Context: an optimization exercise on an open-source flow, tuned for small area, a short achievable clock period and few clock cycles per item. The choices shown serve that exercise and are no tape-out recipe.
Where RTL was checked, it was by simulation tests only, not by an equivalence proof against the original.
Only the layout flow was run in runs 1 to 3; the RTL was not checked for function there.
No activity file was given, so power comes from the tool's default toggle rates.

File: flow/design.v
module txmod_shaper (
    input  wire        clk,
    input  wire        rst,           
    input  wire        in_valid,
    output wire        in_ready,
    input  wire [7:0]  in_byte,
    input  wire        in_lodev,      
    output reg         out_valid,
    input  wire        out_ready,
    output reg  [15:0] out_sample
);
    function signed [26:0] tab0;
        input [5:0] i;
        begin
            case (i)
                6'd0: tab0 = -27'sd131750;
                6'd1: tab0 =  27'sd131750;
                6'd2: tab0 = -27'sd65875;
                6'd3: tab0 =  27'sd65875;
                6'd4: tab0 = -27'sd395250;
                6'd5: tab0 =  27'sd395250;
                6'd6: tab0 = -27'sd197625;
                6'd7: tab0 =  27'sd197625;
                6'd8: tab0 =  27'sd264750;
                6'd9: tab0 = -27'sd264750;
                6'd10: tab0 =  27'sd132375;
                6'd11: tab0 = -27'sd132375;
                6'd12: tab0 =  27'sd794250;
                6'd13: tab0 = -27'sd794250;
                6'd14: tab0 =  27'sd397125;
                6'd15: tab0 = -27'sd397125;
                6'd16: tab0 =  27'sd639750;
                6'd17: tab0 = -27'sd639750;
                6'd18: tab0 =  27'sd319875;
                6'd19: tab0 = -27'sd319875;
                6'd20: tab0 =  27'sd1919250;
                6'd21: tab0 = -27'sd1919250;
                6'd22: tab0 =  27'sd959625;
                6'd23: tab0 = -27'sd959625;
                6'd24: tab0 =  27'sd797000;
                6'd25: tab0 = -27'sd797000;
                6'd26: tab0 =  27'sd398500;
                6'd27: tab0 = -27'sd398500;
                6'd28: tab0 =  27'sd2391000;
                6'd29: tab0 = -27'sd2391000;
                6'd30: tab0 =  27'sd1195500;
                6'd31: tab0 = -27'sd1195500;
                6'd32: tab0 =  27'sd595250;
                6'd33: tab0 = -27'sd595250;
                6'd34: tab0 =  27'sd297625;
                6'd35: tab0 = -27'sd297625;
                6'd36: tab0 =  27'sd1785750;
                6'd37: tab0 = -27'sd1785750;
                6'd38: tab0 =  27'sd892875;
                6'd39: tab0 = -27'sd892875;
                6'd40: tab0 =  27'sd595250;
                6'd41: tab0 = -27'sd595250;
                6'd42: tab0 =  27'sd297625;
                6'd43: tab0 = -27'sd297625;
                6'd44: tab0 =  27'sd1785750;
                6'd45: tab0 = -27'sd1785750;
                6'd46: tab0 =  27'sd892875;
                6'd47: tab0 = -27'sd892875;
                6'd48: tab0 =  27'sd595250;
                6'd49: tab0 = -27'sd595250;
                6'd50: tab0 =  27'sd297625;
                6'd51: tab0 = -27'sd297625;
                6'd52: tab0 =  27'sd1785750;
                6'd53: tab0 = -27'sd1785750;
                6'd54: tab0 =  27'sd892875;
                6'd55: tab0 = -27'sd892875;
                6'd56: tab0 =  27'sd595250;
                6'd57: tab0 = -27'sd595250;
                6'd58: tab0 =  27'sd297625;
                6'd59: tab0 = -27'sd297625;
                6'd60: tab0 =  27'sd1785750;
                6'd61: tab0 = -27'sd1785750;
                6'd62: tab0 =  27'sd892875;
                6'd63: tab0 = -27'sd892875;
            endcase
        end
    endfunction
    function signed [26:0] tab1;
        input [5:0] i;
        begin
            case (i)
                6'd0: tab1 =  27'sd28000;
                6'd1: tab1 = -27'sd28000;
                6'd2: tab1 =  27'sd14000;
                6'd3: tab1 = -27'sd14000;
                6'd4: tab1 =  27'sd84000;
                6'd5: tab1 = -27'sd84000;
                6'd6: tab1 =  27'sd42000;
                6'd7: tab1 = -27'sd42000;
                6'd8: tab1 = -27'sd738000;
                6'd9: tab1 =  27'sd738000;
                6'd10: tab1 = -27'sd369000;
                6'd11: tab1 =  27'sd369000;
                6'd12: tab1 = -27'sd2214000;
                6'd13: tab1 =  27'sd2214000;
                6'd14: tab1 = -27'sd1107000;
                6'd15: tab1 =  27'sd1107000;
                6'd16: tab1 = -27'sd1392000;
                6'd17: tab1 =  27'sd1392000;
                6'd18: tab1 = -27'sd696000;
                6'd19: tab1 =  27'sd696000;
                6'd20: tab1 = -27'sd4176000;
                6'd21: tab1 =  27'sd4176000;
                6'd22: tab1 = -27'sd2088000;
                6'd23: tab1 =  27'sd2088000;
                6'd24: tab1 = -27'sd1572500;
                6'd25: tab1 =  27'sd1572500;
                6'd26: tab1 = -27'sd786250;
                6'd27: tab1 =  27'sd786250;
                6'd28: tab1 = -27'sd4717500;
                6'd29: tab1 =  27'sd4717500;
                6'd30: tab1 = -27'sd2358750;
                6'd31: tab1 =  27'sd2358750;
                6'd32: tab1 = -27'sd999500;
                6'd33: tab1 =  27'sd999500;
                6'd34: tab1 = -27'sd499750;
                6'd35: tab1 =  27'sd499750;
                6'd36: tab1 = -27'sd2998500;
                6'd37: tab1 =  27'sd2998500;
                6'd38: tab1 = -27'sd1499250;
                6'd39: tab1 =  27'sd1499250;
                6'd40: tab1 = -27'sd999500;
                6'd41: tab1 =  27'sd999500;
                6'd42: tab1 = -27'sd499750;
                6'd43: tab1 =  27'sd499750;
                6'd44: tab1 = -27'sd2998500;
                6'd45: tab1 =  27'sd2998500;
                6'd46: tab1 = -27'sd1499250;
                6'd47: tab1 =  27'sd1499250;
                6'd48: tab1 = -27'sd999500;
                6'd49: tab1 =  27'sd999500;
                6'd50: tab1 = -27'sd499750;
                6'd51: tab1 =  27'sd499750;
                6'd52: tab1 = -27'sd2998500;
                6'd53: tab1 =  27'sd2998500;
                6'd54: tab1 = -27'sd1499250;
                6'd55: tab1 =  27'sd1499250;
                6'd56: tab1 = -27'sd999500;
                6'd57: tab1 =  27'sd999500;
                6'd58: tab1 = -27'sd499750;
                6'd59: tab1 =  27'sd499750;
                6'd60: tab1 = -27'sd2998500;
                6'd61: tab1 =  27'sd2998500;
                6'd62: tab1 = -27'sd1499250;
                6'd63: tab1 =  27'sd1499250;
            endcase
        end
    endfunction
    function signed [26:0] tab2;
        input [5:0] i;
        begin
            case (i)
                6'd0: tab2 =  27'sd404750;
                6'd1: tab2 = -27'sd404750;
                6'd2: tab2 =  27'sd202375;
                6'd3: tab2 = -27'sd202375;
                6'd4: tab2 =  27'sd1214250;
                6'd5: tab2 = -27'sd1214250;
                6'd6: tab2 =  27'sd607125;
                6'd7: tab2 = -27'sd607125;
                6'd8: tab2 =  27'sd2454000;
                6'd9: tab2 = -27'sd2454000;
                6'd10: tab2 =  27'sd1227000;
                6'd11: tab2 = -27'sd1227000;
                6'd12: tab2 =  27'sd7362000;
                6'd13: tab2 = -27'sd7362000;
                6'd14: tab2 =  27'sd3681000;
                6'd15: tab2 = -27'sd3681000;
                6'd16: tab2 =  27'sd4725500;
                6'd17: tab2 = -27'sd4725500;
                6'd18: tab2 =  27'sd2362750;
                6'd19: tab2 = -27'sd2362750;
                6'd20: tab2 =  27'sd14176500;
                6'd21: tab2 = -27'sd14176500;
                6'd22: tab2 =  27'sd7088250;
                6'd23: tab2 = -27'sd7088250;
                6'd24: tab2 =  27'sd6674750;
                6'd25: tab2 = -27'sd6674750;
                6'd26: tab2 =  27'sd3337375;
                6'd27: tab2 = -27'sd3337375;
                6'd28: tab2 =  27'sd20024250;
                6'd29: tab2 = -27'sd20024250;
                6'd30: tab2 =  27'sd10012125;
                6'd31: tab2 = -27'sd10012125;
                6'd32: tab2 =  27'sd7799250;
                6'd33: tab2 = -27'sd7799250;
                6'd34: tab2 =  27'sd3899625;
                6'd35: tab2 = -27'sd3899625;
                6'd36: tab2 =  27'sd23397750;
                6'd37: tab2 = -27'sd23397750;
                6'd38: tab2 =  27'sd11698875;
                6'd39: tab2 = -27'sd11698875;
                6'd40: tab2 =  27'sd7799250;
                6'd41: tab2 = -27'sd7799250;
                6'd42: tab2 =  27'sd3899625;
                6'd43: tab2 = -27'sd3899625;
                6'd44: tab2 =  27'sd23397750;
                6'd45: tab2 = -27'sd23397750;
                6'd46: tab2 =  27'sd11698875;
                6'd47: tab2 = -27'sd11698875;
                6'd48: tab2 =  27'sd7799250;
                6'd49: tab2 = -27'sd7799250;
                6'd50: tab2 =  27'sd3899625;
                6'd51: tab2 = -27'sd3899625;
                6'd52: tab2 =  27'sd23397750;
                6'd53: tab2 = -27'sd23397750;
                6'd54: tab2 =  27'sd11698875;
                6'd55: tab2 = -27'sd11698875;
                6'd56: tab2 =  27'sd7799250;
                6'd57: tab2 = -27'sd7799250;
                6'd58: tab2 =  27'sd3899625;
                6'd59: tab2 = -27'sd3899625;
                6'd60: tab2 =  27'sd23397750;
                6'd61: tab2 = -27'sd23397750;
                6'd62: tab2 =  27'sd11698875;
                6'd63: tab2 = -27'sd11698875;
            endcase
        end
    endfunction
    function signed [26:0] tab3;
        input [5:0] i;
        begin
            case (i)
                6'd0: tab3 =  27'sd7799250;
                6'd1: tab3 = -27'sd7799250;
                6'd2: tab3 =  27'sd3899625;
                6'd3: tab3 = -27'sd3899625;
                6'd4: tab3 =  27'sd23397750;
                6'd5: tab3 = -27'sd23397750;
                6'd6: tab3 =  27'sd11698875;
                6'd7: tab3 = -27'sd11698875;
                6'd8: tab3 =  27'sd6674750;
                6'd9: tab3 = -27'sd6674750;
                6'd10: tab3 =  27'sd3337375;
                6'd11: tab3 = -27'sd3337375;
                6'd12: tab3 =  27'sd20024250;
                6'd13: tab3 = -27'sd20024250;
                6'd14: tab3 =  27'sd10012125;
                6'd15: tab3 = -27'sd10012125;
                6'd16: tab3 =  27'sd4725500;
                6'd17: tab3 = -27'sd4725500;
                6'd18: tab3 =  27'sd2362750;
                6'd19: tab3 = -27'sd2362750;
                6'd20: tab3 =  27'sd14176500;
                6'd21: tab3 = -27'sd14176500;
                6'd22: tab3 =  27'sd7088250;
                6'd23: tab3 = -27'sd7088250;
                6'd24: tab3 =  27'sd2454000;
                6'd25: tab3 = -27'sd2454000;
                6'd26: tab3 =  27'sd1227000;
                6'd27: tab3 = -27'sd1227000;
                6'd28: tab3 =  27'sd7362000;
                6'd29: tab3 = -27'sd7362000;
                6'd30: tab3 =  27'sd3681000;
                6'd31: tab3 = -27'sd3681000;
                6'd32: tab3 =  27'sd404750;
                6'd33: tab3 = -27'sd404750;
                6'd34: tab3 =  27'sd202375;
                6'd35: tab3 = -27'sd202375;
                6'd36: tab3 =  27'sd1214250;
                6'd37: tab3 = -27'sd1214250;
                6'd38: tab3 =  27'sd607125;
                6'd39: tab3 = -27'sd607125;
                6'd40: tab3 =  27'sd404750;
                6'd41: tab3 = -27'sd404750;
                6'd42: tab3 =  27'sd202375;
                6'd43: tab3 = -27'sd202375;
                6'd44: tab3 =  27'sd1214250;
                6'd45: tab3 = -27'sd1214250;
                6'd46: tab3 =  27'sd607125;
                6'd47: tab3 = -27'sd607125;
                6'd48: tab3 =  27'sd404750;
                6'd49: tab3 = -27'sd404750;
                6'd50: tab3 =  27'sd202375;
                6'd51: tab3 = -27'sd202375;
                6'd52: tab3 =  27'sd1214250;
                6'd53: tab3 = -27'sd1214250;
                6'd54: tab3 =  27'sd607125;
                6'd55: tab3 = -27'sd607125;
                6'd56: tab3 =  27'sd404750;
                6'd57: tab3 = -27'sd404750;
                6'd58: tab3 =  27'sd202375;
                6'd59: tab3 = -27'sd202375;
                6'd60: tab3 =  27'sd1214250;
                6'd61: tab3 = -27'sd1214250;
                6'd62: tab3 =  27'sd607125;
                6'd63: tab3 = -27'sd607125;
            endcase
        end
    endfunction
    function signed [26:0] tab4;
        input [5:0] i;
        begin
            case (i)
                6'd0: tab4 = -27'sd999500;
                6'd1: tab4 =  27'sd999500;
                6'd2: tab4 = -27'sd499750;
                6'd3: tab4 =  27'sd499750;
                6'd4: tab4 = -27'sd2998500;
                6'd5: tab4 =  27'sd2998500;
                6'd6: tab4 = -27'sd1499250;
                6'd7: tab4 =  27'sd1499250;
                6'd8: tab4 = -27'sd1572500;
                6'd9: tab4 =  27'sd1572500;
                6'd10: tab4 = -27'sd786250;
                6'd11: tab4 =  27'sd786250;
                6'd12: tab4 = -27'sd4717500;
                6'd13: tab4 =  27'sd4717500;
                6'd14: tab4 = -27'sd2358750;
                6'd15: tab4 =  27'sd2358750;
                6'd16: tab4 = -27'sd1392000;
                6'd17: tab4 =  27'sd1392000;
                6'd18: tab4 = -27'sd696000;
                6'd19: tab4 =  27'sd696000;
                6'd20: tab4 = -27'sd4176000;
                6'd21: tab4 =  27'sd4176000;
                6'd22: tab4 = -27'sd2088000;
                6'd23: tab4 =  27'sd2088000;
                6'd24: tab4 = -27'sd738000;
                6'd25: tab4 =  27'sd738000;
                6'd26: tab4 = -27'sd369000;
                6'd27: tab4 =  27'sd369000;
                6'd28: tab4 = -27'sd2214000;
                6'd29: tab4 =  27'sd2214000;
                6'd30: tab4 = -27'sd1107000;
                6'd31: tab4 =  27'sd1107000;
                6'd32: tab4 =  27'sd28000;
                6'd33: tab4 = -27'sd28000;
                6'd34: tab4 =  27'sd14000;
                6'd35: tab4 = -27'sd14000;
                6'd36: tab4 =  27'sd84000;
                6'd37: tab4 = -27'sd84000;
                6'd38: tab4 =  27'sd42000;
                6'd39: tab4 = -27'sd42000;
                6'd40: tab4 =  27'sd28000;
                6'd41: tab4 = -27'sd28000;
                6'd42: tab4 =  27'sd14000;
                6'd43: tab4 = -27'sd14000;
                6'd44: tab4 =  27'sd84000;
                6'd45: tab4 = -27'sd84000;
                6'd46: tab4 =  27'sd42000;
                6'd47: tab4 = -27'sd42000;
                6'd48: tab4 =  27'sd28000;
                6'd49: tab4 = -27'sd28000;
                6'd50: tab4 =  27'sd14000;
                6'd51: tab4 = -27'sd14000;
                6'd52: tab4 =  27'sd84000;
                6'd53: tab4 = -27'sd84000;
                6'd54: tab4 =  27'sd42000;
                6'd55: tab4 = -27'sd42000;
                6'd56: tab4 =  27'sd28000;
                6'd57: tab4 = -27'sd28000;
                6'd58: tab4 =  27'sd14000;
                6'd59: tab4 = -27'sd14000;
                6'd60: tab4 =  27'sd84000;
                6'd61: tab4 = -27'sd84000;
                6'd62: tab4 =  27'sd42000;
                6'd63: tab4 = -27'sd42000;
            endcase
        end
    endfunction
    function signed [26:0] tab5;
        input [5:0] i;
        begin
            case (i)
                6'd0: tab5 =  27'sd595250;
                6'd1: tab5 = -27'sd595250;
                6'd2: tab5 =  27'sd297625;
                6'd3: tab5 = -27'sd297625;
                6'd4: tab5 =  27'sd1785750;
                6'd5: tab5 = -27'sd1785750;
                6'd6: tab5 =  27'sd892875;
                6'd7: tab5 = -27'sd892875;
                6'd8: tab5 =  27'sd797000;
                6'd9: tab5 = -27'sd797000;
                6'd10: tab5 =  27'sd398500;
                6'd11: tab5 = -27'sd398500;
                6'd12: tab5 =  27'sd2391000;
                6'd13: tab5 = -27'sd2391000;
                6'd14: tab5 =  27'sd1195500;
                6'd15: tab5 = -27'sd1195500;
                6'd16: tab5 =  27'sd639750;
                6'd17: tab5 = -27'sd639750;
                6'd18: tab5 =  27'sd319875;
                6'd19: tab5 = -27'sd319875;
                6'd20: tab5 =  27'sd1919250;
                6'd21: tab5 = -27'sd1919250;
                6'd22: tab5 =  27'sd959625;
                6'd23: tab5 = -27'sd959625;
                6'd24: tab5 =  27'sd264750;
                6'd25: tab5 = -27'sd264750;
                6'd26: tab5 =  27'sd132375;
                6'd27: tab5 = -27'sd132375;
                6'd28: tab5 =  27'sd794250;
                6'd29: tab5 = -27'sd794250;
                6'd30: tab5 =  27'sd397125;
                6'd31: tab5 = -27'sd397125;
                6'd32: tab5 = -27'sd131750;
                6'd33: tab5 =  27'sd131750;
                6'd34: tab5 = -27'sd65875;
                6'd35: tab5 =  27'sd65875;
                6'd36: tab5 = -27'sd395250;
                6'd37: tab5 =  27'sd395250;
                6'd38: tab5 = -27'sd197625;
                6'd39: tab5 =  27'sd197625;
                6'd40: tab5 = -27'sd131750;
                6'd41: tab5 =  27'sd131750;
                6'd42: tab5 = -27'sd65875;
                6'd43: tab5 =  27'sd65875;
                6'd44: tab5 = -27'sd395250;
                6'd45: tab5 =  27'sd395250;
                6'd46: tab5 = -27'sd197625;
                6'd47: tab5 =  27'sd197625;
                6'd48: tab5 = -27'sd131750;
                6'd49: tab5 =  27'sd131750;
                6'd50: tab5 = -27'sd65875;
                6'd51: tab5 =  27'sd65875;
                6'd52: tab5 = -27'sd395250;
                6'd53: tab5 =  27'sd395250;
                6'd54: tab5 = -27'sd197625;
                6'd55: tab5 =  27'sd197625;
                6'd56: tab5 = -27'sd131750;
                6'd57: tab5 =  27'sd131750;
                6'd58: tab5 = -27'sd65875;
                6'd59: tab5 =  27'sd65875;
                6'd60: tab5 = -27'sd395250;
                6'd61: tab5 =  27'sd395250;
                6'd62: tab5 = -27'sd197625;
                6'd63: tab5 =  27'sd197625;
            endcase
        end
    endfunction
    function [2*27-1:0] csa;
        input [26:0] a, b, c;
        begin
            csa[26:0] = a ^ b ^ c;
            csa[2*27-1:27] = {(a[25:0] & b[25:0]) | (a[25:0] & c[25:0]) | (b[25:0] & c[25:0]), 1'b0};
        end
    endfunction
    reg  [7:0] cur_byte;              
    reg        cur_lodev;
    reg        in_rdy;                
    wire       have = !in_rdy;
    reg  [1:0] sidx;                  
    reg        act;                   
    reg  [2:0] phase;                 
    reg  [2:0] x;                     
    reg  [2:0] h  [1:5];              
    reg  [5:1] hv;                    
    assign in_ready = in_rdy;
    reg  [1:0] nd;
    always @(*) begin
        case (sidx)
            2'd0: nd = cur_byte[7:6];
            2'd1: nd = cur_byte[5:4];
            2'd2: nd = cur_byte[3:2];
            default: nd = cur_byte[1:0];
        endcase
    end
    wire [2:0] ncode = {nd[0], cur_lodev, nd[1]};
    reg signed [26:0] t0, t1, t2, t3, t4, t5;
    reg [26:0] s1, c1, s2, c2, s3, c3, s4, c4;
    always @(*) begin
        t0 = tab0({phase, x});
        t1 = hv[1] ? tab1({phase, h[1]}) : 27'sd0;
        t2 = hv[2] ? tab2({phase, h[2]}) : 27'sd0;
        t3 = hv[3] ? tab3({phase, h[3]}) : 27'sd0;
        t4 = hv[4] ? tab4({phase, h[4]}) : 27'sd0;
        t5 = hv[5] ? tab5({phase, h[5]}) : 27'sd0;
        {c1, s1} = csa(t0, t1, t2);
        {c2, s2} = csa(t3, t4, t5);
        {c3, s3} = csa(s1, c1, s2);
        {c4, s4} = csa(s3, c3, c2);
    end
    reg  [26:0] ps, pc;
    reg         pv;
    wire [26:0] sh_g0 = ps & pc;
    wire [26:0] sh_p0 = ps ^ pc;
    wire sh_G1 = sh_g0[1] | (sh_p0[1] & sh_g0[0]);
    wire sh_P1 = sh_p0[1] & sh_p0[0];
    wire sh_G2 = sh_g0[3] | (sh_p0[3] & sh_g0[2]);
    wire sh_P2 = sh_p0[3] & sh_p0[2];
    wire sh_G3 = sh_g0[5] | (sh_p0[5] & sh_g0[4]);
    wire sh_P3 = sh_p0[5] & sh_p0[4];
    wire sh_G4 = sh_g0[7] | (sh_p0[7] & sh_g0[6]);
    wire sh_P4 = sh_p0[7] & sh_p0[6];
    wire sh_G5 = sh_g0[9] | (sh_p0[9] & sh_g0[8]);
    wire sh_P5 = sh_p0[9] & sh_p0[8];
    wire sh_G6 = sh_g0[11] | (sh_p0[11] & sh_g0[10]);
    wire sh_P6 = sh_p0[11] & sh_p0[10];
    wire sh_G7 = sh_g0[13] | (sh_p0[13] & sh_g0[12]);
    wire sh_P7 = sh_p0[13] & sh_p0[12];
    wire sh_G8 = sh_g0[15] | (sh_p0[15] & sh_g0[14]);
    wire sh_P8 = sh_p0[15] & sh_p0[14];
    wire sh_G9 = sh_g0[17] | (sh_p0[17] & sh_g0[16]);
    wire sh_P9 = sh_p0[17] & sh_p0[16];
    wire sh_G10 = sh_g0[19] | (sh_p0[19] & sh_g0[18]);
    wire sh_P10 = sh_p0[19] & sh_p0[18];
    wire sh_G11 = sh_g0[21] | (sh_p0[21] & sh_g0[20]);
    wire sh_P11 = sh_p0[21] & sh_p0[20];
    wire sh_G12 = sh_g0[23] | (sh_p0[23] & sh_g0[22]);
    wire sh_P12 = sh_p0[23] & sh_p0[22];
    wire sh_G13 = sh_g0[25] | (sh_p0[25] & sh_g0[24]);
    wire sh_P13 = sh_p0[25] & sh_p0[24];
    wire sh_G14 = sh_G2 | (sh_P2 & sh_G1);
    wire sh_P14 = sh_P2 & sh_P1;
    wire sh_G15 = sh_G4 | (sh_P4 & sh_G3);
    wire sh_P15 = sh_P4 & sh_P3;
    wire sh_G16 = sh_G6 | (sh_P6 & sh_G5);
    wire sh_P16 = sh_P6 & sh_P5;
    wire sh_G17 = sh_G8 | (sh_P8 & sh_G7);
    wire sh_P17 = sh_P8 & sh_P7;
    wire sh_G18 = sh_G10 | (sh_P10 & sh_G9);
    wire sh_P18 = sh_P10 & sh_P9;
    wire sh_G19 = sh_G12 | (sh_P12 & sh_G11);
    wire sh_P19 = sh_P12 & sh_P11;
    wire sh_G20 = sh_G15 | (sh_P15 & sh_G14);
    wire sh_P20 = sh_P15 & sh_P14;
    wire sh_G21 = sh_G17 | (sh_P17 & sh_G16);
    wire sh_P21 = sh_P17 & sh_P16;
    wire sh_G22 = sh_G19 | (sh_P19 & sh_G18);
    wire sh_P22 = sh_P19 & sh_P18;
    wire sh_G23 = sh_G21 | (sh_P21 & sh_G20);
    wire sh_P23 = sh_P21 & sh_P20;
    wire sh_G24 = sh_G22 | (sh_P22 & sh_G23);
    wire sh_P24 = sh_P22 & sh_P23;
    wire sh_G25 = sh_G16 | (sh_P16 & sh_G20);
    wire sh_P25 = sh_P16 & sh_P20;
    wire sh_G26 = sh_G18 | (sh_P18 & sh_G23);
    wire sh_P26 = sh_P18 & sh_P23;
    wire sh_G27 = sh_G3 | (sh_P3 & sh_G14);
    wire sh_P27 = sh_P3 & sh_P14;
    wire sh_G28 = sh_G5 | (sh_P5 & sh_G20);
    wire sh_P28 = sh_P5 & sh_P20;
    wire sh_G29 = sh_G7 | (sh_P7 & sh_G25);
    wire sh_P29 = sh_P7 & sh_P25;
    wire sh_G30 = sh_G9 | (sh_P9 & sh_G23);
    wire sh_P30 = sh_P9 & sh_P23;
    wire sh_G31 = sh_G11 | (sh_P11 & sh_G26);
    wire sh_P31 = sh_P11 & sh_P26;
    wire sh_G32 = sh_G13 | (sh_P13 & sh_G24);
    wire sh_P32 = sh_P13 & sh_P24;
    wire sh_G33 = sh_g0[2] | (sh_p0[2] & sh_G1);
    wire sh_P33 = sh_p0[2] & sh_P1;
    wire sh_G34 = sh_g0[4] | (sh_p0[4] & sh_G14);
    wire sh_P34 = sh_p0[4] & sh_P14;
    wire sh_G35 = sh_g0[6] | (sh_p0[6] & sh_G27);
    wire sh_P35 = sh_p0[6] & sh_P27;
    wire sh_G36 = sh_g0[8] | (sh_p0[8] & sh_G20);
    wire sh_P36 = sh_p0[8] & sh_P20;
    wire sh_G37 = sh_g0[10] | (sh_p0[10] & sh_G28);
    wire sh_P37 = sh_p0[10] & sh_P28;
    wire sh_G38 = sh_g0[12] | (sh_p0[12] & sh_G25);
    wire sh_P38 = sh_p0[12] & sh_P25;
    wire sh_G39 = sh_g0[14] | (sh_p0[14] & sh_G29);
    wire sh_P39 = sh_p0[14] & sh_P29;
    wire sh_G40 = sh_g0[16] | (sh_p0[16] & sh_G23);
    wire sh_P40 = sh_p0[16] & sh_P23;
    wire sh_G41 = sh_g0[18] | (sh_p0[18] & sh_G30);
    wire sh_P41 = sh_p0[18] & sh_P30;
    wire sh_G42 = sh_g0[20] | (sh_p0[20] & sh_G26);
    wire sh_P42 = sh_p0[20] & sh_P26;
    wire sh_G43 = sh_g0[22] | (sh_p0[22] & sh_G31);
    wire sh_P43 = sh_p0[22] & sh_P31;
    wire sh_G44 = sh_g0[24] | (sh_p0[24] & sh_G24);
    wire sh_P44 = sh_p0[24] & sh_P24;
    wire sh_G45 = sh_g0[26] | (sh_p0[26] & sh_G32);
    wire sh_P45 = sh_p0[26] & sh_P32;
    wire [16:0] sh = {sh_p0[26] ^ sh_G32, sh_p0[25] ^ sh_G44, sh_p0[24] ^ sh_G24, sh_p0[23] ^ sh_G43, sh_p0[22] ^ sh_G31, sh_p0[21] ^ sh_G42, sh_p0[20] ^ sh_G26, sh_p0[19] ^ sh_G41, sh_p0[18] ^ sh_G30, sh_p0[17] ^ sh_G40, sh_p0[16] ^ sh_G23, sh_p0[15] ^ sh_G39, sh_p0[14] ^ sh_G29, sh_p0[13] ^ sh_G38, sh_p0[12] ^ sh_G25, sh_p0[11] ^ sh_G37, sh_p0[10] ^ sh_G28};
    wire [15:0] sample = (sh[16] != sh[15]) ? {sh[16], {15{!sh[16]}}} : sh[15:0];
    wire en      = !out_valid || out_ready;    
    wire advance = act && en;
    wire last    = (phase == 3'd4);
    wire take    = have && (!act || (advance && last));
    always @(posedge clk) begin
        if (rst) begin
            in_rdy    <= 1'b1;
            act       <= 1'b0;
            sidx      <= 2'd0;
            phase     <= 3'd0;
            hv        <= 5'd0;
            out_valid <= 1'b0;
            pv        <= 1'b0;
        end else begin
            if (en) begin
                pv        <= act;
                out_valid <= pv;
            end
            if (advance) begin
                if (last) begin
                    phase <= 3'd0;
                    hv    <= {hv[4:1], 1'b1};
                    if (!have)
                        act <= 1'b0;
                end else begin
                    phase <= phase + 3'd1;
                end
            end
            if (take) begin
                act  <= 1'b1;
                sidx <= sidx + 2'd1;
                if (sidx == 2'd3)
                    in_rdy <= 1'b1;
            end
            if (in_valid && !have) begin
                in_rdy <= 1'b0;
                sidx <= 2'd0;
            end
        end
    end
    always @(posedge clk) begin
        if (in_valid && !have) begin
            cur_byte  <= in_byte;
            cur_lodev <= in_lodev;
        end
        if (en) begin
            ps         <= s4;
            pc         <= c4;
            out_sample <= sample;
        end
        if (advance && last) begin
            h[5] <= h[4];
            h[4] <= h[3];
            h[3] <= h[2];
            h[2] <= h[1];
            h[1] <= x;
        end
        if (take)
            x <= ncode;
    end
endmodule
File: flow/flow/run.sh
#!/bin/bash
# The standard layout, with timing repair aiming for extra setup slack and
# plain buffers (instead of delay cells) on the ports.
set -euo pipefail
bash standard.sh SETUP_SLACK_MARGIN=8.4 "BUFFER_PORTS_ARGS=-buffer_cell sky130_fd_sc_hd__buf_2" finish > standard_flow.log 2>&1
File: flow/standard.sh
#!/bin/bash
# synth_recipe.tcl (not shown) runs the flow's synth.tcl, then flattens the netlist and writes it again
# the make line also repeats each setting of config.mk as NAME=value (left out here)
make -C /OpenROAD-flow-scripts/flow DESIGN_CONFIG=/design/flow/config.mk WORK_HOME=/design/flow/orfs CLKGATE_MAP_FILE= SYNTH_SCRIPT=/design/flow/synth_recipe.tcl "${@:-finish}"
File: flow/config.mk
export PLATFORM = sky130hd
export DESIGN_NAME = txmod_shaper
export DESIGN_NICKNAME = txmod_shaper
export VERILOG_FILES = /design/flow/design.v
export SDC_FILE = /design/flow/constraint.sdc
export NUM_CORES = 4
export LEC_CHECK = 0
export ABC_AREA = 1
export CAP_MARGIN = 20
export CORE_MARGIN = 2
export CORE_UTILIZATION = 40
export PLACE_DENSITY = 0.6
export SLEW_MARGIN = 20
File: flow/constraint.sdc
create_clock -name core_clock -period 12.0 [get_ports {clk}]
set_input_delay 2.4000 -clock core_clock [delete_from_list [all_inputs] [get_ports {clk}]]
set_output_delay 2.4000 -clock core_clock [all_outputs]
set_load 0.01 [all_outputs]
==> results of run 1 <==
-- metal layers --
| metal | global-route usage, % | vias up | part of all wire (%) |
|---|---|---|---|
| li1 | - | 4556 | - |
| met1 | 36.8 | 4835 | 40 |
| met2 | 44.3 | 649 | 45 |
| met3 | 2.75 | 179 | 8.7 |
| met4 | 12.0 | 0 | 6.5 |
| met5 | 0 | - | 0 |
-- metrics by stage --
stage               setup WS (ps)  std cells  util (%)  instance area [um2]
floorplan                    8130       1356         -                10800
global placement             7400       1677      41.9                11200
detailed placement           7390       1677      41.9                11200
CTS                          8400       1719      45.5                12200
global route                 8280       1755      48.0                12800
finish                       8380       1755      48.0                12800
-- what timing repair did --
item / CTS / global route
buffers inserted: 23 / 33
cloned: 3 / 3
setup endpoints to repair: 78 / 48
pin swaps: 13 / 26
resized for setup: 135 / 112
hold buffers: 0 / 0
-- final cells by class --
| class | instances | area (um2) |
|---|---|---|
| Sequential cell | 107 | 3080 |
| Inverter | 244 | 966 |
| Clock inverter | 6 | 58.8 |
| Clock buffer | 10 | 229 |
| Tap cell | 341 | 427 |
| Multi-Input combinational cell | 948 | 7190 |
| Timing Repair Buffer | 99 | 877 |
| Fill cell | 2577 | 13900 |
-- final timing paths --
check | end | cells after the start | startpoint | slack (ps)
setup / recovery | ps[15]$_DFFE_PN_ | 9 | phase[1]$_SDFFE_PP0P_ | 8380
hold reg to reg | x[1]$_DFFE_PP_ | 0 | cur_lodev$_DFFE_PP_ | 430
hold / removal | x[1]$_DFFE_PP_ | 0 | cur_lodev$_DFFE_PP_ | 430
setup reg to reg | ps[15]$_DFFE_PN_ | 9 | phase[1]$_SDFFE_PP0P_ | 8380
-- worst max-delay path: stages, from the launching register on --
cell and delay (ps):
dfxtp_2 370, inv_8 290, nor2_4 130, inv_1 340
nor2_1 150, o31ai_2 460, fa_1 590, fa_1 510
inv_1 50, fa_1 440
-- Yosys cell counts (all sizes together), types with 8 or more instances --
cell      n  area (um2)
o22ai     8        50.1
edfxtp   93        2790
nor2    148         571
dfxtp    14         280
a31oi    12        75.1
inv     242         908
a221oi   10        87.6
xnor2     9        78.8
nor3     13        65.1
nand3    32         173
o31ai    15         113
o21ai   117         586
o211ai   19         143
a21oi    98         490
clkbuf   31         116
fa      107        2140
ha       43         538
nand2   259         985
a211oi   16         120
buf      27         144
-- state kept, by name (all words and copies together), names as in the netlist --
name,count
sidx,2
h,15
in_rdy,1
x,3
hv,5
out_sample,16
act,1
cur_byte,8
phase,3
cur_lodev,1
pv,1
ps,25
pc,25
out_valid,1
-- power by group --
part / internal (mW) / switching (mW)
logic: 0.156 / 0.280
registers: 0.470 / 0.0201
clock network: 0.146 / 0.161
total: 0.772 / 0.461
-- kinds of logic after synthesis --
family / count (synthesis)
flip-flops: 107
adder cells (fa/ha/maj): 150
AND/OR/NAND/NOR: 461
multiplexers: 2
AO/OA/AOI/OAI: 321
XOR/XNOR: 13
buffers and inverters: 302
==> summary.txt, run 1 <==
Timing
  • Worst relative slew slack: 60.4%
  • Clk_skew: 15.4 ps
  • Fin. Hold Viols: 0
  • Unrepaired setup endpoints after global routing: true
  • Setup TNS: 0 ps
  • Final setup violation count: 0
  • Tmin final: 3620 ps
  • Tcrit/Tclk final: 30.2%
  • Hold_ws: 425 ps
  • Final Max Tran Viols: 0
  • Least-Margin Pin Slew: 594 ps
  • Fmax: 0.276 GHz

Pwr
  • Pwr Total: 1.23 mW
  • Leakage: about 5.7 nW
  • P per Cell Area: 96.1 mW/mm2
  • Worst IR Drop VDD: roughly 0.06 mV

Outcome
  • Status: finished clean

Place
  • IO Port Bufs: 30
  • DP HPWL: 27.6 mm
  • RD Place Congestion: about 1

Drt
  • Initial DRC Count: 1,453
  • Via Count: around 10,000
  • Total Wirelength: 39.1 mm
  • DRC viols: 0
  • Antenna Nets Post-Route: 0
  • DR WL/cell: 22.3 um
  • Drt pass-1 iters: 8
  • Vias per inst: roughly 5.8

Finish
  • Commonest non-fill, non-tap cell in the layout: nand2_1
  • Nets@finish: 1,572
  • Antenna Cells: 0
  • Commonest non-fill, non-tap cells in the layout: nand2_1, inv_1, nor2_1, fa_1, edfxtp_1
  • Layout area overhead: 18.7%
  • Layout cell share with drive strength beyond 1: roughly a fifth

GRT
  • Total Routing Usage GR: 27.1%
  • First-pass GRT wire length: slightly below 60 mm
  • Initial antenna violation count: 0
  • Largest net degree at the start of global routing: 67
  • Overflow after GRT: 0
  • Vias in the first global route: just under 10,000

Floorplan
  • Row count: 60
  • Core area: 0.0267 mm2
  • I/O pins: 31
  • Initial Util: 40.5%
  • Die width: 168 um
  • Die Height: around 170 um
  • Die ar.: roughly 0.028 mm2

Logic synthesis
  • Mux contribution to synthesized area: 0.185%
  • Yosys warns: 2
  • Dominant synthesized flop cell: edfxtp_1
  • Post-Syn Nets: 1,519
  • Combinational family with the most area after synthesis: adder cells
  • Distinct cells, synth: 51
  • Yosys reg bits: 107
  • Post-synthesis compound-gate area fraction: 17.4%
  • Xor and xnor area share after synthesis: under 10%
  • Average size of a mapped cell: 7.97 um2
  • Sequential share of the synthesized area: 28.4%
  • FFs w/ async S/R, synth: 0%
  • Adder-cell area share of the yosys netlist: around 25%
  • Synth Area in Simple Gates: around 17%
  • Mapped Cells: 1,356
  • Synthesized cell area: 0.0108 mm2
  • Number of synthesized flops with an enable pin: 93

Critical path
  • Worst EP arrival: roughly 3700 ps
  • Crit path kind: reg2reg
  • Setup crit end kind: flip-flop
  • Worst Path Required: 12,100 ps
  • Crit-path max FO: 54
  • Startpoint Class: flip-flop

Clock network
  • TritonCTS buffer count: 9
  • CTS H-tree depth: 3
  • Clock root buffer: clkbuf_16
  • Clk Latency, worst-skew pair: roughly 370 ps
  • Clk buf depth: 2
  • Clock sinks: 107
  • Clock slew at reported path FFs: 80 ps
  • TritonCTS clock tree: done

Worst hold path
  • Worst hold path class: reg2reg

Flow run
  • Max-cap violations: 0
==> run 2: changes to the inputs <==
--- a/flow/config.mk
+++ b/flow/config.mk
@@ -10,4 +10,4 @@
 export CORE_MARGIN = 2
-export CORE_UTILIZATION = 40
-export PLACE_DENSITY = 0.6
+export CORE_UTILIZATION = 55
+export PLACE_DENSITY = 0.7
 export SLEW_MARGIN = 20
==> run 2 against run 1 <==
Against the previous run:
- cell area increased by 0.70%
- count of clock-buffer cells in the layout down 1
- via count up 2.0%
- combinational power is 4% higher
- die area down 27%
- setup slack got worse by 30 ps
- critical endpoint is now ps[18]$_DFFE_PN_
- critical path depth up 2
- clock skew rose by 3.0 ps
- synthesized cell count is the same
- clock power is 4% higher
- total power grew 2.4%
- maximum frequency decreased by 0.83%
==> summary.txt, run 2 <==
Pwr
  • P_sw: 0.474 mW (was 0.461 mW)
  • Switching Share: 37.6% (was 37.4%)
  • Logic gate share of total power: 35.9% (was 35.3%)
  • P per Cell Area: 97.6 mW/mm2 (was 96.1 mW/mm2)
  • Clock power share: 25.3% (was 24.9%)
  • Int Pwr: 0.787 mW (was 0.772 mW)
  • Flop pwr share: 38.8% (was 39.7%)
  • Leakage: 5.81 nW (was 5.69 nW)
  • Worst IR Drop VDD: 0.0950 mV (was 0.0591 mV)

Logic synthesis
  • Largest cells by area after synthesis: edfxtp_1, fa_1, nand2_1 (unchanged)
  • Mapped Cells: 1,356 (unchanged)
  • FFs w/ async S/R, synth: 0% (unchanged)
  • Synth area leader: edfxtp_1 (unchanged)
  • Sequential share of the synthesized area: 28.4% (unchanged)
  • Average size of a mapped cell: 7.97 um2 (unchanged)
  • Synthesized cell area: 0.0108 mm2 (unchanged)
  • Yosys reg bits: 107 (unchanged)
  • Yosys warns: 2 (unchanged)
  • Distinct cells, synth: 51 (unchanged)
  • Count leader, synth: nand2_1 (unchanged)
  • Dominant synthesized flop cell: edfxtp_1 (unchanged)
  • Post-Syn Nets: 1,519 (unchanged)
  • Post-synth top area share: 25.8% (unchanged)
  • Top cells by count, synth: nand2_1, inv_1, nor2_1 (unchanged)
  • Number of synthesized flops with an enable pin: 93 (unchanged)

Clock network
  • TritonCTS buffer count: 9 (unchanged)
  • Clk buf depth: 2 (unchanged)
  • Clk Latency, worst-skew pair: 380 ps (was 370 ps)
  • CTS H-tree depth: 3 (unchanged)
  • Hold_buf cts: 0 (unchanged)
  • Clock root buffer: clkbuf_16 (unchanged)
  • TritonCTS clock tree: done (unchanged)
  • Clock sinks: 107 (unchanged)
  • Clock slew at reported path FFs: 90 ps (was 80 ps)

Timing
  • Worst relative slew slack: 37.7% (was 60.4%)
  • Unrepaired setup endpoints after global routing: true (unchanged)
  • Clk_skew: 18.4 ps (was 15.4 ps)
  • Final Max Tran Viols: 0 (unchanged)
  • Setup TNS: 0 ps (unchanged)
  • Tmin final: 3650 ps (was 3620 ps)
  • Final setup violation count: 0 (unchanged)
  • Fin. Hold Viols: 0 (unchanged)
  • Tcrit/Tclk final: 30.4% (was 30.2%)
  • Fmax: 0.274 GHz (was 0.276 GHz)
  • Least-Margin Pin Slew: 934 ps (was 594 ps)

GRT
  • Largest net degree at the start of global routing: 67 (unchanged)
  • GRT met3 Usage: 8.31% (was 2.75%)
  • Overflow after GRT: 0 (unchanged)
  • Met1 GRT Util: 48.6% (was 36.8%)
  • GRT met2 Usage: 59.9% (was 44.3%)
  • Total Routing Usage GR: 37.5% (was 27.1%)
  • Initial antenna violation count: 0 (unchanged)
  • Vias in the first global route: 9,845 (was 9,838)
  • Gr busiest metal: met2 (unchanged)
  • First-pass GRT wire length: 56.9 mm (was 57.8 mm)

Worst hold path
  • Hold depth: 0 (unchanged)
  • Worst hold path class: reg2reg (unchanged)

Drt
  • DR WL/cell: 23.0 um (was 22.3 um)
  • Drt pass-1 iters: 12 (was 8)
  • DRC viols: 0 (unchanged)
  • Via Count: 10,419 (was 10,219)
  • Vias per inst: 6.15 (was 5.82)
  • Total Wirelength: 38.9 mm (was 39.1 mm)
  • Antenna Nets Post-Route: 0 (unchanged)
  • Initial DRC Count: 1,513 (was 1,453)

Critical path
  • FF-to-FF path depth: 11 (was 9)
  • Crit path kind: reg2reg (unchanged)
  • Startpoint Class: flip-flop (unchanged)
  • Worst Path Required: 12,120 ps (was 12,100 ps)
  • Crit-path max FO: 27 (was 54)
  • Worst EP arrival: 3770 ps (was 3730 ps)
  • Worst R2R Setup Slack: 8350 ps (was 8380 ps)
  • Setup crit end kind: flip-flop (unchanged)

Floorplan
  • Die width: 144 um (was 168 um)
  • Core area: 0.0194 mm2 (was 0.0267 mm2)
  • Die ar.: 0.0208 mm2 (was 0.0284 mm2)
  • Row count: 51 (was 60)
  • Die Height: 144 um (was 168 um)
  • I/O pins: 31 (unchanged)
  • Initial Util: 55.7% (was 40.5%)

Place
  • Placed cell count: 1,603 (was 1,677)
  • DP HPWL: 27.0 mm (was 27.6 mm)
  • DP Area: 0.0111 mm2 (was 0.0112 mm2)
  • RD Place Congestion: 1.05 (was 1.00)
  • IO Port Bufs: 30 (unchanged)

Finish
  • Final non-filler cell total: 1,695 (was 1,755)
  • Regs by FF count: pc (25), ps (25), out_sample (16) (unchanged)
  • Final core occ: 66.6% (was 48.0%)
  • Nets@finish: 1,588 (was 1,572)
  • Filler cells: 1,638 (was 2,577)
  • Final Cell Area: 0.0129 mm2 (was 0.0128 mm2)
  • Commonest non-fill, non-tap cells in the layout: nand2_1, inv_1, nor2_1, fa_1, edfxtp_1 (unchanged)
  • Antenna Cells: 0 (unchanged)
  • Commonest non-fill, non-tap cell in the layout: nand2_1 (unchanged)
  • Layout cell share with drive strength beyond 1: 20.1% (was 19.9%)
  • Layout area overhead: 19.5% (was 18.7%)

Flow run
  • Max-cap violations: 0 (unchanged)

Outcome
  • Status: finished clean (unchanged)
run 2: cell type report:
class                   instances  area, um2  share of cell area (%)
clock inverters                 7       86.3                   0.668
repair buffers                116       1050                    8.12
well taps                     265        332                    2.57
multi-input cells             947       7180                    55.6
flip-flops and latches        107       3080                    23.8
inverters                     244        967                    7.48
clock buffers                   9        225                    1.74
run 2: what timing repair did:
| action | in CTS | in global routing |
|---|---|---|
| pin swaps | 10 | 28 |
| endpoints found under the setup margin | 50 | 55 |
| gates resized for setup | 123 | 112 |
| setup buffers | 26 | 43 |
| gates cloned | 5 | 2 |
run 2: metrics by stage:
stage,hold WS (ps),total power [mW],setup WS [ps]
5_1_grt,447,1.33,8300
2_1_floorplan,400,0.756,8130
4_1_cts,427,1.23,8380
3_5_place_dp,411,0.874,6930
6_report,427,1.26,8350
3_3_place_gp,404,0.869,6900
run 2: logic make-up after synthesis:
family | after synthesis | share of synthesized area [%]
buffers and inverters | 302 | 10.9
DFF | 107 | 28.4
adders and majority gates | 150 | 24.8
and+or+nand+nor | 461 | 17.2
xor gates and xnor gates | 13 | 1.05
muxes | 2 | 0.185
AOI/OAI and AO/OA | 321 | 17.4
run 2: worst paths after layout:
kind | startpoint | endpoint
max | phase[1]$_SDFFE_PP0P_ | ps[18]$_DFFE_PN_
min | cur_lodev$_DFFE_PP_ | x[1]$_DFFE_PP_
max reg2reg | phase[1]$_SDFFE_PP0P_ | ps[18]$_DFFE_PN_
min reg2reg | cur_lodev$_DFFE_PP_ | x[1]$_DFFE_PP_
run 2: layer usage:
metal	vias to the layer above	share of wire (%)
li1	4593	-
met1	4819	37
met2	746	44
met3	261	11
met4	0	7.5
met5	-	0
run 2: critical path: stages, from the launching register on:
cell,delay (ps)
dfxtp_4,380
buf_12,140
nor2_4,100
buf_6,340
clkinv_4,290
a21oi_1,320
a221oi_4,140
fa_1,580
inv_1,70
fa_1,530
inv_1,50
fa_1,430
run 2: power by group through the flow:
stage	Combinational [mW]	Clock [mW]	Sequential, mW
3_3_place_gp	0.372	0	0.497
6_report	0.453	0.320	0.489
5_1_grt	0.496	0.337	0.497
4_1_cts	0.413	0.324	0.490
2_1_floorplan	0.248	0	0.509
3_5_place_dp	0.377	0	0.497
==> run 3: changes to the inputs <==
==> flow/flow/run.sh (replaced) <==
#!/bin/bash
# The standard layout, with timing repair aiming for extra setup slack and
# plain buffers (instead of delay cells) on the ports.
set -euo pipefail
bash standard.sh SETUP_SLACK_MARGIN=8.7 "BUFFER_PORTS_ARGS=-buffer_cell sky130_fd_sc_hd__buf_2" finish > standard_flow.log 2>&1
--- a/flow/config.mk
+++ b/flow/config.mk
@@ -10,4 +10,4 @@
 export CORE_MARGIN = 2
-export CORE_UTILIZATION = 55
-export PLACE_DENSITY = 0.7
+export CORE_UTILIZATION = 40
+export PLACE_DENSITY = 0.6
 export SLEW_MARGIN = 20
==> run 3 against run 2 <==
Against the previous run:
- hold slack got worse by 0.68 ps
- setup slack better by 95 ps
- maximum frequency grew 2.7%
- critical path depth rose by 4
- critical path type unchanged
- routed wire length grew 10%
==> summary.txt, run 3 <==
Outcome
  • Status: finished clean (unchanged)

Floorplan
  • I/O pins: 31 (unchanged)
  • Row count: 60 (was 51)
  • Die Height: 168 um (was 144 um)
  • Initial Util: 40.5% (was 55.7%)
  • Die ar.: 0.0284 mm2 (was 0.0208 mm2)
  • Die width: 168 um (was 144 um)
  • Core area: 0.0267 mm2 (was 0.0194 mm2)

Finish
  • Regs by FF count: pc (25), ps (25), out_sample (16) (unchanged)
  • Antenna Cells: 0 (unchanged)
  • Commonest non-fill, non-tap cells in the layout: nand2_1, inv_1, buf_4, nor2_1, edfxtp_1 (was nand2_1, inv_1, nor2_1, fa_1, edfxtp_1)
  • Commonest non-fill, non-tap cell in the layout: nand2_1 (unchanged)
  • Final core occ: 53.6% (was 66.6%)
  • Layout area overhead: 32.5% (was 19.5%)
  • Nets@finish: 1,645 (was 1,588)
  • Final non-filler cell total: 1,828 (was 1,695)
  • Layout cell share with drive strength beyond 1: 34.9% (was 20.1%)

Logic synthesis
  • Dominant synthesized flop cell: edfxtp_1 (unchanged)
  • FFs w/ async S/R, synth: 0% (unchanged)
  • Distinct cells, synth: 51 (unchanged)
  • Synthesized cell area: 0.0108 mm2 (unchanged)
  • Average size of a mapped cell: 7.97 um2 (unchanged)
  • Yosys warns: 2 (unchanged)
  • Top cells by count, synth: nand2_1, inv_1, nor2_1 (unchanged)
  • Sequential share of the synthesized area: 28.4% (unchanged)
  • Mapped Cells: 1,356 (unchanged)
  • Number of synthesized flops with an enable pin: 93 (unchanged)
  • Post-Syn Nets: 1,519 (unchanged)
  • Count leader, synth: nand2_1 (unchanged)
  • Synth area leader: edfxtp_1 (unchanged)
  • Post-synth top area share: 25.8% (unchanged)
  • Largest cells by area after synthesis: edfxtp_1, fa_1, nand2_1 (unchanged)
  • Yosys reg bits: 107 (unchanged)

Drt
  • Antenna Nets Post-Route: 0 (unchanged)
  • Total Wirelength: 43.0 mm (was 38.9 mm)
  • Via Count: 10,852 (was 10,419)
  • Drt pass-1 iters: 8 (was 12)
  • Initial DRC Count: 1,443 (was 1,513)
  • Vias per inst: 5.94 (was 6.15)
  • DRC viols: 0 (unchanged)
  • DR WL/cell: 23.5 um (was 23.0 um)

Timing
  • Worst relative slew slack: 53.9% (was 37.7%)
  • Fmax: 0.281 GHz (was 0.274 GHz)
  • Clk_skew: 15.5 ps (was 18.4 ps)
  • Hold_ws: 427 ps (about the same)
  • Final Max Tran Viols: 0 (unchanged)
  • Least-Margin Pin Slew: 691 ps (was 934 ps)
  • Tcrit/Tclk final: 29.7% (was 30.4%)
  • Tmin final: 3560 ps (was 3650 ps)
  • Final setup violation count: 0 (unchanged)
  • Setup TNS: 0 ps (unchanged)
  • Fin. Hold Viols: 0 (unchanged)
  • Unrepaired setup endpoints after global routing: true (unchanged)

Critical path
  • R2R Path Start: h[1][1]$_DFFE_PP_ (was phase[1]$_SDFFE_PP0P_)
  • Worst r2r dst: ps[7]$_DFFE_PN_ (was ps[18]$_DFFE_PN_)
  • FF-to-FF path depth: 15 (was 11)
  • Worst EP arrival: 3660 ps (was 3770 ps)
  • Worst R2R Setup Slack: 8440 ps (was 8350 ps)
  • Startpoint Class: flip-flop (unchanged)
  • Setup crit end kind: flip-flop (unchanged)
  • Crit-path max FO: 4 (was 27)
  • Worst Path Required: 12,100 ps (was 12,120 ps)
  • Crit path kind: reg2reg (unchanged)

GRT
  • Largest net degree at the start of global routing: 67 (unchanged)
  • First-pass GRT wire length: 62.3 mm (was 56.9 mm)
  • Initial antenna violation count: 0 (unchanged)
  • Overflow after GRT: 0 (unchanged)
  • Total Routing Usage GR: 29.4% (was 37.5%)
  • Vias in the first global route: 10,338 (was 9,845)

Clock network
  • Clock sinks: 107 (unchanged)
  • Clk buf depth: 2 (unchanged)
  • Clock root buffer: clkbuf_16 (unchanged)
  • CTS H-tree depth: 3 (unchanged)
  • TritonCTS buffer count: 9 (unchanged)
  • Clock slew at reported path FFs: 90 ps (about the same)
  • TritonCTS clock tree: done (unchanged)
  • Clk Latency, worst-skew pair: 370 ps (was 380 ps)

Place
  • DP HPWL: 27.9 mm (was 27.0 mm)
  • RD Place Congestion: 1.08 (was 1.05)
  • IO Port Bufs: 30 (unchanged)
  • Placed cell count: 1,679 (was 1,603)

Pwr
  • Leakage: 6.22 nW (was 5.81 nW)
  • P per Cell Area: 91.2 mW/mm2 (was 97.6 mW/mm2)
  • Worst IR Drop VDD: 0.0720 mV (was 0.0950 mV)

Worst hold path
  • Worst Hold End: x[1]$_DFFE_PP_ (unchanged)
  • Hold depth: 0 (unchanged)
  • Worst hold path class: reg2reg (unchanged)
  • Hold_sp: cur_lodev$_DFFE_PP_ (unchanged)

Flow run
  • Max-cap violations: 0 (unchanged)
==> run 3: cell counts after synthesis <==
No cell type changed its count.
==> run 3: worst max path at each step <==
stage / startpoint / endpoint / slack, ps / depth (start not counted)
global route: h[1][1]$_DFFE_PP_ / ps[7]$_DFFE_PN_ / 8350 / 15
CTS: h[5][0]$_DFFE_PP_ / ps[19]$_DFFE_PN_ / 8460 / 15
detailed placement: phase[2]$_SDFFE_PP0P_ / ps[25]$_DFFE_PN_ / 7550 / 9
floorplan: out_ready / out_sample[0]$_DFFE_PN_ / 8130 / 2
finish: h[1][1]$_DFFE_PP_ / ps[7]$_DFFE_PN_ / 8440 / 15
global placement: phase[2]$_SDFFE_PP0P_ / ps[25]$_DFFE_PN_ / 7600 / 9
==> run 3: routing by layer <==
| metal | vias up | share of wire [%] | global-route usage [%] |
|---|---|---|---|
| li1 | 4727 | - | - |
| met1 | 5144 | 37 | 38.1 |
| met2 | 751 | 45 | 48.3 |
| met3 | 230 | 11 | 4.75 |
| met4 | 0 | 7.0 | 13.9 |
| met5 | - | 0 | 0 |
==> run 3: repair_timing <==
action,in CTS,in global routing
endpoints found under the hold margin,0,0
setup endpoints to repair,118,66
hold buffers,0,0
resized for setup,245,189
pin swaps,57,65
setup buffers,73,48
cloned,7,5
==> run 3: power by group <==
group	leakage [nW]	internal [mW]	switching, mW
Sequential	1.10	0.469	0.0183
Clock	0.142	0.146	0.161
Combinational	4.98	0.194	0.318
Total	6.22	0.810	0.497
==> run 3: layout make-up <==
| cell class | instances | area [um2] |
|---|---|---|
| Timing Repair Buffer | 172 | 1640 |
| Clock inverter | 6 | 62.6 |
| Clock buffer | 10 | 229 |
| Tap cell | 341 | 427 |
| Multi-Input combinational cell | 948 | 7910 |
| Sequential cell | 107 | 3090 |
| Fill cell | 2434 | 12400 |
| Inverter | 244 | 970 |
==> run 3: per-stage QoR <==
step	area, um2	power, mW	setup WS [ps]
3_3_place_gp	11400	0.870	7600
5_1_grt	14300	1.38	8350
2_1_floorplan	11000	0.759	8130
6_report	14300	1.31	8440
4_1_cts	13200	1.24	8460
3_5_place_dp	11400	0.874	7550
==> run 3: cells by family (layout without fill, tap and decap cells) <==
family | Yosys count | after routing | share of synthesized area, %
AND/OR/NAND/NOR | 461 | 462 | 17.2
AO/OA/AOI/OAI | 321 | 321 | 17.4
buffers and inverters | 302 | 432 | 10.9
adder cells (fa/ha/maj) | 150 | 150 | 24.8
flip-flops | 107 | 107 | 28.4
XOR/XNOR | 13 | 13 | 1.05
multiplexers | 2 | 2 | 0.185
==> run 3: worst max-delay path, cell delays in order, from the launching register on <==
cell and delay [ps]:
edfxtp_1 520, ha_4 350, inv_4 50, o21ai_4 160
inv_2 80, nor2_4 140, inv_4 80, o21ai_4 70
nand2_2 90, o31ai_2 70, nand2_1 100, nand2_2 100
fa_2 490, fa_1 550, inv_2 40, fa_2 400
==> run 4: changes to the inputs <==
--- a/flow/design.v
+++ b/flow/design.v
@@ -477,8 +477,9 @@
         {c3, s3} = csa(s1, c1, s2);
-        {c4, s4} = csa(s3, c3, c2);
     end
-    reg  [26:0] ps, pc;
+    reg  [26:0] pa, pb, pd;
     reg         pv;
-    wire [26:0] sh_g0 = ps & pc;
-    wire [26:0] sh_p0 = ps ^ pc;
+    reg  [26:0] qs, qc;
+    always @(*) {qc, qs} = csa(pa, pb, pd);
+    wire [26:0] sh_g0 = qs & qc;
+    wire [26:0] sh_p0 = qs ^ qc;
     wire sh_G1 = sh_g0[1] | (sh_p0[1] & sh_g0[0]);
@@ -621,4 +622,5 @@
         if (en) begin
-            ps         <= s4;
-            pc         <= c4;
+            pa         <= s3;
+            pb         <= c3;
+            pd         <= c2;
             out_sample <= sample;
==> flow/flow/run.sh (replaced) <==
#!/bin/bash
# The standard layout, with timing repair aiming for extra setup slack and
# plain buffers (instead of delay cells) on the ports.
set -euo pipefail
bash standard.sh SETUP_SLACK_MARGIN=8.5 "BUFFER_PORTS_ARGS=-buffer_cell sky130_fd_sc_hd__buf_2" finish > standard_flow.log 2>&1
--- a/flow/config.mk
+++ b/flow/config.mk
@@ -11,2 +11,4 @@
 export CORE_UTILIZATION = 40
+export CTS_CLUSTER_DIAMETER = 150
+export CTS_CLUSTER_SIZE = 40
 export PLACE_DENSITY = 0.6
==> run 4 against run 3 <==
Against the previous run:
- still clean on timing, DRC and antenna
- total power up 19%
- area after synthesis grew 6.5%
- clock power increased by 66%
- highest routed layer unchanged
==> summary.txt, run 4 <==
Outcome
  • Status: finished clean (unchanged)

Timing
  • Final worst slack: 8540 ps (was 8440 ps)
  • Clk_skew: 16.0 ps (was 15.5 ps)
  • Final Max Tran Viols: 0 (unchanged)
  • Worst relative slew slack: 52.7% (was 53.9%)
  • Fmax: 0.289 GHz (was 0.281 GHz)
  • Hold_ws: 446 ps (was 427 ps)
  • Setup TNS: 0 ps (unchanged)
  • Tmin final: 3460 ps (was 3560 ps)
  • Tcrit/Tclk final: 28.8% (was 29.7%)
  • Unrepaired setup endpoints after global routing: true (unchanged)
  • Final setup violation count: 0 (unchanged)
  • Least-Margin Pin Slew: 709 ps (was 691 ps)
  • Fin. Hold Viols: 0 (unchanged)

Logic synthesis
  • Largest cells by area after synthesis: edfxtp_1, fa_1, nand2_1 (unchanged)
  • Yosys reg bits: 135 (was 107)
  • Number of synthesized flops with an enable pin: 121 (was 93)
  • Synthesized cell area: 0.0115 mm2 (was 0.0108 mm2)
  • Average size of a mapped cell: 8.58 um2 (was 7.97 um2)
  • Dominant synthesized flop cell: edfxtp_1 (unchanged)
  • FFs w/ async S/R, synth: 0% (unchanged)
  • Count leader, synth: nand2_1 (unchanged)
  • Top cells by count, synth: nand2_1, inv_1, o21ai_0 (was nand2_1, inv_1, nor2_1)
  • Post-synth top area share: 31.6% (was 25.8%)
  • Synth area leader: edfxtp_1 (unchanged)
  • Mapped Cells: 1,342 (was 1,356)
  • Yosys warns: 2 (unchanged)
  • Sequential share of the synthesized area: 34.0% (was 28.4%)
  • Distinct cells, synth: 52 (was 51)
  • Post-Syn Nets: 1,505 (was 1,519)

Clock network
  • Clk buf depth: 2 (unchanged)
  • CTS H-tree depth: 4 (was 3)
  • Hold_buf cts: 0 (unchanged)
  • TritonCTS buffer count: 17 (was 9)
  • Clock slew at reported path FFs: 70 ps (was 90 ps)
  • TritonCTS clock tree: done (unchanged)
  • Clock root buffer: clkbuf_16 (unchanged)
  • Clk Latency, worst-skew pair: 440 ps (was 370 ps)
  • Clock sinks: 135 (was 107)

Pwr
  • Switching Share: 34.8% (was 38.0%)
  • Logic gate share of total power: 28.0% (was 39.2%)
  • Worst IR Drop VDD: 0.0660 mV (was 0.0720 mV)
  • Flop pwr share: 39.1% (was 37.3%)
  • Clock power share: 32.9% (was 23.5%)
  • P per Cell Area: 119 mW/mm2 (was 91.2 mW/mm2)
  • Int Pwr: 1.01 mW (was 0.810 mW)
  • P_sw: 0.541 mW (was 0.497 mW)
  • Leakage: 5.91 nW (was 6.22 nW)

Finish
  • FF/Latch Area: 0.00392 mm2 (was 0.00309 mm2)
  • Filler cells: 2,858 (was 2,434)
  • Layout area overhead: 13.6% (was 32.5%)
  • Final core occ: 45.8% (was 53.6%)
  • Layout cell share with drive strength beyond 1: 12.7% (was 34.9%)
  • Final Cell Area: 0.0131 mm2 (was 0.0143 mm2)
  • Regs by FF count: pa (26), pb (26), pd (26) (was pc (25), ps (25), out_sample (16))
  • Nets@finish: 1,527 (was 1,645)
  • Commonest non-fill, non-tap cell in the layout: nand2_1 (unchanged)
  • Commonest non-fill, non-tap cells in the layout: nand2_1, inv_1, edfxtp_1, o21ai_0, nor2_1 (was nand2_1, inv_1, buf_4, nor2_1, edfxtp_1)
  • Area of the multi-input gates: 0.00688 mm2 (was 0.00791 mm2)
  • Antenna Cells: 0 (unchanged)

Critical path
  • Crit-path max FO: 6 (was 4)
  • Setup crit end kind: flip-flop (unchanged)
  • Worst EP arrival: 3650 ps (was 3660 ps)
  • Startpoint Class: flip-flop (unchanged)
  • Crit path kind: reg2reg (unchanged)
  • Worst Path Required: 12,190 ps (was 12,100 ps)

GRT
  • Largest net degree at the start of global routing: 77 (was 67)
  • First-pass GRT wire length: 57.1 mm (was 62.3 mm)
  • Overflow after GRT: 0 (unchanged)
  • Vias in the first global route: 9,779 (was 10,338)
  • Total Routing Usage GR: 24.9% (was 29.4%)
  • Initial antenna violation count: 0 (unchanged)

Floorplan
  • I/O pins: 31 (unchanged)
  • Row count: 62 (was 60)
  • Initial Util: 40.3% (was 40.5%)
  • Die ar.: 0.0302 mm2 (was 0.0284 mm2)
  • Die Height: 174 um (was 168 um)
  • Die width: 174 um (was 168 um)
  • Core area: 0.0285 mm2 (was 0.0267 mm2)

Drt
  • Drt pass-1 iters: 8 (unchanged)
  • Vias per inst: 5.69 (was 5.94)
  • DRC viols: 0 (unchanged)
  • Initial DRC Count: 1,273 (was 1,443)
  • DR WL/cell: 20.8 um (was 23.5 um)
  • Antenna Nets Post-Route: 0 (unchanged)
  • Via Count: 10,017 (was 10,852)
  • Total Wirelength: 36.7 mm (was 43.0 mm)

Place
  • RD Place Congestion: 0.995 (was 1.08)
  • DP HPWL: 26.7 mm (was 27.9 mm)
  • DP Area: 0.0120 mm2 (was 0.0114 mm2)
  • Pre-CTS setup slack: 7450 ps (was 7550 ps)
  • IO Port Bufs: 30 (unchanged)

Worst hold path
  • Worst hold path class: reg2reg (unchanged)

Flow run
  • Max-cap violations: 0 (unchanged)
## run 4: cell count changes in the layout (fill, tap and decap cells not counted), sizes merged, moves of 10 or more
cell	delta
buf	-105
inv	-16
a21oi	-12
o21ai	+20
o31ai	-10
edfxtp	+28
nor2	-27
## run 4: cells by family (layout without fill, tap and decap cells)
logic type / after synthesis / count (layout) / share of synthesized area [%]
and+or+nand+nor: 438 / 441 / 15.4
AOI/OAI and AO/OA: 329 / 329 / 17.0
buffers and inverters: 276 / 308 / 9.29
adders and majority gates: 150 / 150 / 23.3
DFF: 135 / 135 / 34.0
xor gates and xnor gates: 13 / 13 / 0.989
muxes: 1 / 1 / 0.0869
## run 4: worst paths after layout
| check | from | slack, ps | to | cells after the start |
|---|---|---|---|---|
| worst max register to register | h[2][0]$_DFFE_PP_ | 8540 | pa[7]$_DFFE_PN_ | 11 |
| worst max-delay path | h[2][0]$_DFFE_PP_ | 8540 | pa[7]$_DFFE_PN_ | 11 |
| worst min register to register | cur_lodev$_DFFE_PP_ | 450 | x[1]$_DFFE_PP_ | 0 |
| worst min-delay path | cur_lodev$_DFFE_PP_ | 450 | x[1]$_DFFE_PP_ | 0 |
## run 4: critical path: stages (launching register included)
cell,delay (ps)
edfxtp_1,460
inv_1,220
ha_2,350
inv_1,130
o21ai_2,130
nor2_1,300
nor2_1,140
nand2_1,90
nand3_1,190
fa_1,680
inv_1,80
fa_1,420
## run 4: layer usage
layer	track usage (%)	share of wire, %	vias to the layer above
li1	-	-	4536
met1	34.3	42	4753
met2	38.0	44	610
met3	4.14	8.6	118
met4	13.0	5.4	0
met5	0	0	-
## run 4: final cells by class
| cell class | count | area share [%] |
|---|---|---|
| clock buffer | 17 | 3.25 |
| clock inverter | 15 | 1.05 |
| sequential | 135 | 29.9 |
| timing repair buffer | 57 | 3.11 |
| multi-input combinational | 934 | 52.6 |
| inverter | 218 | 6.35 |
| tap | 384 | 3.67 |
| timing repair inverter | 1 | 0.0383 |
## run 4: power by group through the flow
stage / Sequential [mW] / Clock (mW) / Combinational [mW]
after floorplan: 0.632 / 0 / 0.263
after global placement: 0.618 / 0 / 0.395
after detailed placement: 0.618 / 0 / 0.400
after CTS: 0.608 / 0.519 / 0.418
after global routing: 0.613 / 0.538 / 0.490
final: 0.607 / 0.510 / 0.435
## run 4: per-stage QoR
step	cells	total power, mW
CTS	1748	1.55
global route	1761	1.64
finish	1761	1.55
floorplan	1342	0.895
detailed placement	1707	1.02
global placement	1707	1.01
## run 4: timing repair
action / CTS / global route
endpoints found under the hold margin: 0 / 0
gates resized for setup: 46 / 53
pin swaps: 5 / 11
endpoints found under the setup margin: 170 / 133
gates cloned: 4 / 0
setup buffers: 5 / 13
Testbench counts of run 4, summed over its fixed seeds: cycles 38,432, samples 38,400.

-- re-timing with driven ports --
No port has a modelled driver above. Below, the same layouts with a new extraction and two added sets of constraints.
Step 1 sets driving cells, clkbuf_16 on the clock port and buf_2 on the other inputs (assumed; they add their load-dependent delay and slew).
Step 2 times the ports against the registers' clock, not the clock port: input delays grow and output delays shrink by t, the midpoint of the rising clock arrivals with the driver on.
Three values: no drivers, after step 1, after step 2; two values: the first two.
| run | t (ns) | setup WS [ns] | latest minus earliest clock arrival (ns) | worst register clock-pin slew, ns |
|---|---|---|---|---|
| run 1 | 0.411 | 8.376 / 8.376 / 8.232 | 0.016 / 0.015 | 0.09 / 0.09 |
| run 2 | 0.416 | 8.346 / 8.346 / 8.265 | 0.018 / 0.018 | 0.09 / 0.09 |
| run 3 | 0.412 | 8.441 / 8.441 / 8.434 | 0.016 / 0.016 | 0.09 / 0.09 |
| run 4 | 0.481 | 8.540 / 8.540 / 8.212 | 0.016 / 0.016 | 0.07 / 0.07 |
After both steps setup and hold are still met in every run listed. The setup slack of run 4, which loses most, moves by 0.000 ns with the drivers and by -0.328 ns with both steps.
